From an optimization exercise on the open Yosys and OpenROAD flow, aimed at small area, a short achievable clock period and few clock cycles; shortcuts taken in it are not production practice. RTL that was checked went through simulation tests only; none was proved equivalent to the original. Power figures rest on the tool's default switching activity, not on a simulated workload.

==> v4 <==
Design usbasp_seq, start of the top module:
module usbasp_seq (
    input  wire        clk,
    input  wire        rst,
    input  wire        req_valid,
    output wire        req_ready,
    input  wire [1:0]  req_kind,       
    input  wire [63:0] req_data,       
    input  wire [3:0]  req_len,        
    output reg         rsp_valid,
    output reg  [2:0]  rsp_code,
    output reg  [3:0]  rsp_len,
    output wire [63:0] rsp_data,
    output wire        tgt_valid,
    input  wire        tgt_ready,
    output reg  [4:0]  tgt_op,
    output wire [31:0] tgt_addr,
    output wire [63:0] tgt_wdata,
    output wire [3:0]  tgt_len,
    input  wire [63:0] tgt_rdata,
    input  wire        rx_evt,
    input  wire [7:0]  rx_byte,
    input  wire        tx_evt,
    output wire        line_tx_valid,
    output wire [7:0]  line_tx_data,
    output reg         chan_en,
    output reg         rx_irq_en,
    output reg         tx_irq_en,
    output reg  [15:0] cfg_baud,
    output reg  [5:0]  cfg_mode
);
Settings: LEC_CHECK=0, CAP_MARGIN=20, CORE_MARGIN=2, CORE_UTILIZATION=65, CTS_BUF_LIST=sky130_fd_sc_hd__clkbuf_8, CTS_CLUSTER_DIAMETER=60, CTS_CLUSTER_SIZE=16, PLACE_DENSITY=0.75, SETUP_SLACK_MARGIN=4.4, SLEW_MARGIN=20; clock period 8.0 ns.
standard.sh (not shown) runs the stock make flow with config.mk's settings and CLKGATE_MAP_FILE= SYNTH_SCRIPT=/design/flow/synth_recipe.tcl, a recipe that flattens the netlist after the stock synthesis.
==> flow/flow/run.sh <==
#!/bin/bash
set -euo pipefail
export BUFFER_PORTS_ARGS="-buffer_cell sky130_fd_sc_hd__buf_1"
bash standard.sh > standard.log 2>&1
==> v39: changes against v4 <==
--- a/flow/design.v
+++ b/flow/design.v
@@ -55,12 +55,10 @@
     reg         utx;          
     reg         brd;          
     reg  [7:0]  wb;           
     reg  [3:0]  idx;          
     reg  [3:0]  cnt;          
-    reg         more;         
-    reg         lastb;        
     reg         flush_ph;     
     reg  [63:0] dbuf;         
     reg  [3:0]  op;
     reg  [31:0] cursor;
     reg  [15:0] remaining;
@@ -182,40 +180,34 @@
     wire        start    = s_ring || s_ev;                       
     wire        urx_a     = acc && s_ring && k_fill;
     wire        utx_a     = acc && s_ring && !k_fill;
     wire        urx_on    = urx_a || urx;
     wire        utx_on    = utx_a || utx;
-    wire        last_byte = lastb;
+    wire        last_byte = (idx + 4'd1 == cnt);
     wire        k_one     = (k_req == 4'd1);
     wire [3:0]  r_pos     = acc ? 4'd0 : idx;
-    wire        r_more    = acc ? k_nz  : more;
+    wire        r_more    = acc ? k_nz  : (idx != cnt);
     wire        r_last    = acc ? k_one : last_byte;
     wire        can_pop   = r_more && !rx_empty;
     wire        can_push  = r_more && !tx_full;
     wire        pop_done  = !can_pop  || r_last || rxc == 4'd1;
     wire        push_done = !can_push || r_last || txc == 4'd14;
     wire [3:0]  pop_len   = can_pop ? r_pos + 4'd1 : r_pos;
     wire        push_zero = can_push ? rem_one : !rem_nz;
-    wire        len_nz    = (req_len != 4'd0);
-    wire        pre_pop   = !busy && op_read  && uart_op && rem_nz && !rx_empty;
-    wire        pre_push  = !busy && op_write && uart_op && rem_nz && !tx_full;
-    wire        pop_a     = req_valid && !req_kind[1] && req_kind[0] && len_nz && pre_pop;
-    wire        push_a    = req_valid &&  req_kind[1] && len_nz && pre_push;
-    wire        do_pop    = pop_a  || (urx && more && !rx_empty);
-    wire        do_push   = push_a || (utx && more && !tx_full);
+    wire        do_pop    = urx_on && can_pop;
+    wire        do_push   = utx_on && can_push;
     wire        fin_ring  = (urx_on && pop_done) || (utx_on && push_done);
     wire        rx_push   = rx_evt && rx_ok;
-    wire        tx_pop    = tx_evt && tx_irq_en && !tx_empty;
+    wire        tx_pop    = tx_evt && tx_ok;
     wire        ev_acc    = tv && tgt_ready;
     wire        wflash    = !cmd && op[2:0] == {1'b1, SUB_FLASH};
     wire        is_tpi    = !cmd && op[1:0] == SUB_TPI;
     wire        paged     = (page_size != 12'd0);
     wire [15:0] pc_dec    = paged ? (page_counter - 16'd1) : page_counter;
     wire        page_full = paged && (page_counter == 16'd1);
     wire [15:0] pc_next   = page_full ? {4'd0, page_size} : pc_dec;
-    wire [15:0] ps_pa     = {4'd0, page_size} + {15'd0, paged};  
-    wire        forced    = rem_one && blk_last && !page_full && (page_counter != ps_pa);
+    wire        forced    = rem_one && blk_last && !page_full && (pc_dec != {4'd0, page_size});
     wire        to_flush  = wflash && !flush_ph && (page_full || forced);
     wire        ev_last   = cmd ? (tgt_op != E_ISP_XFER || idx == 4'd4) :
                             is_tpi ? 1'b1 : (last_byte && !to_flush);
     wire        ev_zero   = is_tpi ? (rem_hi0 && remaining[3:0] == cnt) :
                             (wflash && flush_ph) ? !rem_nz : rem_one;
@@ -273,12 +265,10 @@
             utx      <= utx_a && !push_done;
             brd      <= k_setup ? (opcode == 8'd3 || opcode == 8'd5 || opcode == 8'd13)
                                 : (k_fill && !op[1]);
             idx      <= {3'd0, k_setup || do_pop || do_push};
             cnt      <= k_req;
-            more     <= (do_pop || do_push) ? !k_one : k_nz;
-            lastb    <= (do_pop || do_push) ? (k_req == 4'd2) : k_one;
             flush_ph <= 1'b0;
         end else begin
             if (fin) begin
                 busy <= 1'b0;
                 tv   <= 1'b0;
@@ -286,16 +276,15 @@
                 utx  <= 1'b0;
             end
             if (ev_acc) begin
                 if (wflash)
                     flush_ph <= to_flush;
+                if (!to_flush)
+                    idx <= idx + 4'd1;
             end
-            if ((ev_acc && !to_flush) || do_pop || do_push) begin
-                idx   <= idx + 4'd1;
-                more  <= !lastb;
-                lastb <= (idx + 4'd2 == cnt);
-            end
+            if (do_pop || do_push)
+                idx <= idx + 4'd1;
         end
         if (acc) begin
             if (k_setup)
                 tgt_op <= d_ev;
             else case (op[1:0])
==> flow/config.mk (replaced) <==
export PLATFORM = sky130hd
export DESIGN_NAME = usbasp_seq
export DESIGN_NICKNAME = usbasp_seq
export VERILOG_FILES = /design/flow/design.v
export SDC_FILE = /design/flow/constraint.sdc
export NUM_CORES = 4
export LEC_CHECK = 0
export CAP_MARGIN = 20
export CORE_MARGIN = 2
export CORE_UTILIZATION = 60
export CTS_BUF_LIST = sky130_fd_sc_hd__clkbuf_4
export CTS_CLUSTER_SIZE = 20
export PLACE_DENSITY = 0.72
export SETUP_SLACK_MARGIN = 4.0
export SLEW_MARGIN = 20
==> v2: changes against v4 <==
--- a/flow/design.v
+++ b/flow/design.v
@@ -55,12 +55,10 @@
     reg         utx;          
     reg         brd;          
     reg  [7:0]  wb;           
     reg  [3:0]  idx;          
     reg  [3:0]  cnt;          
-    reg         more;         
-    reg         lastb;        
     reg         flush_ph;     
     reg  [63:0] dbuf;         
     reg  [3:0]  op;
     reg  [31:0] cursor;
     reg  [15:0] remaining;
@@ -182,40 +180,34 @@
     wire        start    = s_ring || s_ev;                       
     wire        urx_a     = acc && s_ring && k_fill;
     wire        utx_a     = acc && s_ring && !k_fill;
     wire        urx_on    = urx_a || urx;
     wire        utx_on    = utx_a || utx;
-    wire        last_byte = lastb;
+    wire        last_byte = (idx + 4'd1 == cnt);
     wire        k_one     = (k_req == 4'd1);
     wire [3:0]  r_pos     = acc ? 4'd0 : idx;
-    wire        r_more    = acc ? k_nz  : more;
+    wire        r_more    = acc ? k_nz  : (idx != cnt);
     wire        r_last    = acc ? k_one : last_byte;
     wire        can_pop   = r_more && !rx_empty;
     wire        can_push  = r_more && !tx_full;
     wire        pop_done  = !can_pop  || r_last || rxc == 4'd1;
     wire        push_done = !can_push || r_last || txc == 4'd14;
     wire [3:0]  pop_len   = can_pop ? r_pos + 4'd1 : r_pos;
     wire        push_zero = can_push ? rem_one : !rem_nz;
-    wire        len_nz    = (req_len != 4'd0);
-    wire        pre_pop   = !busy && op_read  && uart_op && rem_nz && !rx_empty;
-    wire        pre_push  = !busy && op_write && uart_op && rem_nz && !tx_full;
-    wire        pop_a     = req_valid && !req_kind[1] && req_kind[0] && len_nz && pre_pop;
-    wire        push_a    = req_valid &&  req_kind[1] && len_nz && pre_push;
-    wire        do_pop    = pop_a  || (urx && more && !rx_empty);
-    wire        do_push   = push_a || (utx && more && !tx_full);
+    wire        do_pop    = urx_on && can_pop;
+    wire        do_push   = utx_on && can_push;
     wire        fin_ring  = (urx_on && pop_done) || (utx_on && push_done);
     wire        rx_push   = rx_evt && rx_ok;
-    wire        tx_pop    = tx_evt && tx_irq_en && !tx_empty;
+    wire        tx_pop    = tx_evt && tx_ok;
     wire        ev_acc    = tv && tgt_ready;
     wire        wflash    = !cmd && op[2:0] == {1'b1, SUB_FLASH};
     wire        is_tpi    = !cmd && op[1:0] == SUB_TPI;
     wire        paged     = (page_size != 12'd0);
     wire [15:0] pc_dec    = paged ? (page_counter - 16'd1) : page_counter;
     wire        page_full = paged && (page_counter == 16'd1);
     wire [15:0] pc_next   = page_full ? {4'd0, page_size} : pc_dec;
-    wire [15:0] ps_pa     = {4'd0, page_size} + {15'd0, paged};  
-    wire        forced    = rem_one && blk_last && !page_full && (page_counter != ps_pa);
+    wire        forced    = rem_one && blk_last && !page_full && (pc_dec != {4'd0, page_size});
     wire        to_flush  = wflash && !flush_ph && (page_full || forced);
     wire        ev_last   = cmd ? (tgt_op != E_ISP_XFER || idx == 4'd4) :
                             is_tpi ? 1'b1 : (last_byte && !to_flush);
     wire        ev_zero   = is_tpi ? (rem_hi0 && remaining[3:0] == cnt) :
                             (wflash && flush_ph) ? !rem_nz : rem_one;
@@ -273,12 +265,10 @@
             utx      <= utx_a && !push_done;
             brd      <= k_setup ? (opcode == 8'd3 || opcode == 8'd5 || opcode == 8'd13)
                                 : (k_fill && !op[1]);
             idx      <= {3'd0, k_setup || do_pop || do_push};
             cnt      <= k_req;
-            more     <= (do_pop || do_push) ? !k_one : k_nz;
-            lastb    <= (do_pop || do_push) ? (k_req == 4'd2) : k_one;
             flush_ph <= 1'b0;
         end else begin
             if (fin) begin
                 busy <= 1'b0;
                 tv   <= 1'b0;
@@ -286,16 +276,15 @@
                 utx  <= 1'b0;
             end
             if (ev_acc) begin
                 if (wflash)
                     flush_ph <= to_flush;
+                if (!to_flush)
+                    idx <= idx + 4'd1;
             end
-            if ((ev_acc && !to_flush) || do_pop || do_push) begin
-                idx   <= idx + 4'd1;
-                more  <= !lastb;
-                lastb <= (idx + 4'd2 == cnt);
-            end
+            if (do_pop || do_push)
+                idx <= idx + 4'd1;
         end
         if (acc) begin
             if (k_setup)
                 tgt_op <= d_ev;
             else case (op[1:0])
==> flow/run.sh (new file) <==
#!/bin/bash
# synth_recipe.tcl (not shown) runs the flow's synth.tcl, then flattens the netlist and writes it again
# the make line also repeats each setting of config.mk as NAME=value (left out here)
make -C /OpenROAD-flow-scripts/flow DESIGN_CONFIG=/design/flow/config.mk WORK_HOME=/design/flow/orfs CLKGATE_MAP_FILE= SYNTH_SCRIPT=/design/flow/synth_recipe.tcl finish
==> flow/config.mk (replaced) <==
export PLATFORM = sky130hd
export DESIGN_NAME = usbasp_seq
export DESIGN_NICKNAME = usbasp_seq
export VERILOG_FILES = /design/flow/design.v
export SDC_FILE = /design/flow/constraint.sdc
export NUM_CORES = 4
export LEC_CHECK = 0
export CAP_MARGIN = 20
export CORE_MARGIN = 2
export CORE_UTILIZATION = 60
export CTS_BUF_LIST = sky130_fd_sc_hd__clkbuf_4
export CTS_CLUSTER_SIZE = 20
export PLACE_DENSITY = 0.72
export SETUP_SLACK_MARGIN = 4.0
export SLEW_MARGIN = 20
removed: flow/flow/run.sh
removed: flow/standard.sh
==> summary of the runs <==
Against v2, the maximum frequency of v39 is larger by about 3.6%.
Of v4 and v2, v2 has the higher combinational power (gap about 15%, measured against v2).
Against v2, the sequential share of layout area of v4 is higher by 5.3 points.
Via count, lowest first: v4, v39, v2.
Utilization, highest first: v2, v4, v39.
Final cell count: v2 > v39 > v4.
Clock skew: v39 > v2 > v4.
v2 finished with timing, DRC and antenna clean. v39 went through all stages and came out clean. v4 produced a clean layout.
Testbench counts of v39, summed over its fixed seeds: cycles 23,014.
Testbench counts of v2, summed over its fixed seeds: cycles 23,014.
Only the layout flow was run in v4; the RTL was not checked for function there.

port drivers added, routing unchanged:
How much do the figures lean on ideal ports? The routed layouts below were timed once more, with nothing changed but the port constraints.
Step 1: set_driving_cell puts a clkbuf_16 on clk and a buf_2 on each other input, an assumption about the parent block.
Step 2 times the ports against the registers' clock, not the clock port: input delays grow and output delays shrink by t, the midpoint of the rising clock arrivals with the driver on.
Slacks: no drivers / after step 1 / after step 2; pairs: no drivers / after step 1.
run | shift t [ns] | setup slack, ns | latest minus earliest clock arrival (ns) | worst register clock-pin slew, ns
v4 | 0.677 | 4.341 / 4.361 / 3.684 | 0.031 / 0.031 | 0.12 / 0.12
v39 | 0.862 | 4.010 / 3.968 / 3.226 | 0.052 / 0.052 | 0.08 / 0.08
v2 | 0.855 | 3.865 / 3.885 / 3.031 | 0.052 / 0.051 | 0.08 / 0.08
After both steps every run listed still meets setup and hold. The setup slack of v2, which loses most, moves by +0.020 ns with the drivers and by -0.834 ns with both steps.
